From an optimization exercise on the open Yosys and OpenROAD flow, aimed at small area, a short achievable clock period and few clock cycles per item; shortcuts taken in it are not production practice. The RTL was checked by simulation tests, not by an equivalence proof against the original design. No activity file was given, so power comes from the tool's default toggle rates.

## brl_codec
module brl_codec (
    input  wire        clk,
    input  wire        rst,         
    input  wire        cmd_valid,
    output wire        cmd_ready,
    input  wire [15:0] cmd,
    output reg         resp_valid,
    output reg  [15:0] resp,
    output wire        out_valid,
    input  wire        out_ready,
    output wire [7:0]  out_data,
    output wire        done,
    output wire        err
);
Size in the first run: about 830 cells after synthesis, ~110 flip-flops, ~6400 um2 of cells after synthesis.
export LEC_CHECK = 0
export ABC_AREA = 1
export CAP_MARGIN = 20
export CORE_MARGIN = 2
export CORE_UTILIZATION = 60
export CTS_BUF_LIST = sky130_fd_sc_hd__clkbuf_4
export SETUP_SLACK_MARGIN = 2.0
export SLEW_MARGIN = 20
create_clock -name core_clock -period 4.0 [get_ports {clk}]
standard.sh (not shown) runs the stock make flow with config.mk's settings and CLKGATE_MAP_FILE= SYNTH_SCRIPT=/design/flow/synth_recipe.tcl, a recipe that flattens the netlist after the stock synthesis.
==> flow/flow/run.sh <==
#!/bin/bash
# Layout flow: the standard flow (standard.sh, ORFS), except that the
# port buffers are sky130_fd_sc_hd__buf_4 instead of the default delay-cell
# buffer. Every input and output port still gets its own buffer.
set -euo pipefail
export BUFFER_PORTS_ARGS="-buffer_cell sky130_fd_sc_hd__buf_4"
bash standard.sh finish > standard.log 2>&1
Testbench counts at the start, summed over its fixed seeds: cycles 8,800, frames 32.
Change:
==> flow/run.sh (new file) <==
#!/bin/bash
# synth_recipe.tcl (not shown) runs the flow's synth.tcl, then flattens the netlist and writes it again
# the make line also repeats each setting of config.mk as NAME=value (left out here)
make -C /OpenROAD-flow-scripts/flow DESIGN_CONFIG=/design/flow/config.mk WORK_HOME=/design/flow/orfs CLKGATE_MAP_FILE= SYNTH_SCRIPT=/design/flow/synth_recipe.tcl finish
Settings changed: ABC_AREA 1 to unset.
removed: flow/flow/run.sh
removed: flow/standard.sh
After rerunning:
- fmax decreases by roughly a tenth
- cell area increases by a little under a tenth
- total power decreases slightly
- first-iteration DRC count increases by a few percent
- flip-flop and latch count stays the same
- setup slack loses 0.26 ns
- via count decreases by a few percent
- hold slack is about the same
- routed wire length increases by roughly a tenth
- register-to-register slack loses 0.26 ns
- clock skew increases by 0.0032 ns

## the reference run
brl_codec, a different RTL version from the one above (not shown whole).
Size: roughly 850 cells after synthesis, ~110 flip-flops, roughly 49 I/O pins, about 0.0066 mm2 of cells after synthesis.
==> flow/design.v (excerpt) <==
module brl_codec (
    input  wire        clk,
    input  wire        rst,         
    input  wire        cmd_valid,
    output wire        cmd_ready,
    input  wire [15:0] cmd,
    output reg         resp_valid,
    output reg  [15:0] resp,
    output wire        out_valid,
    input  wire        out_ready,
    output wire [7:0]  out_data,
    output wire        done,
    output wire        err
);
    localparam [1:0] PH_IDLE  = 2'd0;
    localparam [1:0] PH_RUN   = 2'd1;
    localparam [1:0] PH_FAULT = 2'd2;
    localparam [2:0] E_NONE = 3'd0;
    localparam [2:0] E_LEN  = 3'd1;
    localparam [2:0] E_ILL  = 3'd2;
    localparam [2:0] E_SEQ  = 3'd3;
    function [7:0] rev8;
        input [7:0] b;
        integer k;
        begin
            for (k = 0; k < 8; k = k + 1)
                rev8[k] = b[7-k];
        end
    endfunction
    function [5:0] slot_oh;
        input       or_;
        input [2:0] i;
        begin
            case (i)
                3'd0:    slot_oh = or_ ? 6'b100000 : 6'b000001;
                3'd1:    slot_oh = or_ ? 6'b010000 : 6'b000010;
                3'd2:    slot_oh = or_ ? 6'b001000 : 6'b000100;
                3'd3:    slot_oh = or_ ? 6'b000100 : 6'b001000;
                3'd4:    slot_oh = or_ ? 6'b000010 : 6'b010000;
                3'd5:    slot_oh = or_ ? 6'b000001 : 6'b100000;
                default: slot_oh = 6'b000000;
            endcase
        end
    endfunction
    function [7:0] pick;
        input [5:0]  sel;
        input [47:0] v;
        integer s;
        begin
            pick = 8'h00;
            for (s = 0; s < 6; s = s + 1)
                pick = pick | (v[8*s +: 8] & {8{sel[s]}});
        end
    endfunction
    reg [1:0] ph;
    reg       dir;
    reg       inv;
    reg       done_r;
    reg [2:0] err_r;
    reg [2:0] wp;
    reg [5:0] ln;
    reg [47:0] sl;           
    reg       o;             
    reg       c_rd;          
    reg       c_mir;
    reg       c_rst;
    reg       c_start;
    reg       c_push;
    reg       c_eol;
    reg       c_end;
  ...
export LEC_CHECK = 0
export ABC_AREA = 1
export CAP_MARGIN = 20
export CORE_MARGIN = 2
export CORE_UTILIZATION = 60
export CTS_BUF_LIST = sky130_fd_sc_hd__clkbuf_8
export SETUP_SLACK_MARGIN = 2.1
export SLEW_MARGIN = 20
create_clock -name core_clock -period 4.0 [get_ports {clk}]
==> flow/flow/run.sh <==
#!/bin/bash
# Layout flow: the standard flow (standard.sh, ORFS), except that the
# port buffers are sky130_fd_sc_hd__buf_4 instead of the default delay-cell
# buffer. Every input and output port still gets its own buffer.
set -euo pipefail
export BUFFER_PORTS_ARGS="-buffer_cell sky130_fd_sc_hd__buf_4"
bash standard.sh finish > standard.log 2>&1
Both conditions hold for the reference run: the flow ran to the end and the final layout passed the timing, DRC and antenna checks.
Testbench counts of the reference run, summed over its fixed seeds: cycles 8,800, frames 32.
> inputs changed (the reference run -> the trial run)
==> flow/flow/run.sh <==
#!/bin/bash
# Layout flow: the standard flow (standard.sh, ORFS), except that the
# port buffers are sky130_fd_sc_hd__buf_2 instead of the default delay-cell
# buffer. Every input and output port still gets its own buffer.
set -euo pipefail
export BUFFER_PORTS_ARGS="-buffer_cell sky130_fd_sc_hd__buf_2"
bash standard.sh finish > standard.log 2>&1
Results
The trial run vs. the reference run: register share of the cell area went up by 0.79 points. Relative to the reference run, the final cell area reported for the trial run is lower. The reference run consumes less power than the trial run. Setup slack in the trial run vs the reference run: down 99 ps. The trial run ended with every stage complete and zero timing, DRC or antenna violations.

-- static timing again, ports no longer ideal --
No port has a modelled driver above. Below, the same layouts with a new extraction and two added sets of constraints.
Step 1: set_driving_cell puts a clkbuf_16 on clk and a buf_2 on each other input, an assumption about the parent block.
Step 2 also shifts input and output timing later by t, the mid clock arrival at the registers, as if the neighbouring blocks saw the same clock.
Three values: ideal, step 1, step 2; two values: the first two.
run	t (ns)	slack for setup (ns)	worst register clock-pin slew, ns
the first run of note 1	0.565	2.002 / 2.002 / 1.597	0.12 / 0.12
the second run of note 1	0.556	1.740 / 1.740 / 1.425	0.12 / 0.12
the reference run	0.408	2.092 / 2.073 / 1.860	0.11 / 0.11
the trial run	0.413	1.993 / 1.993 / 1.901	0.11 / 0.11
After both steps setup and hold are still met in every run listed. The setup slack of the first run of note 1, which loses most, moves by 0.000 ns with the drivers and by -0.405 ns with both steps.
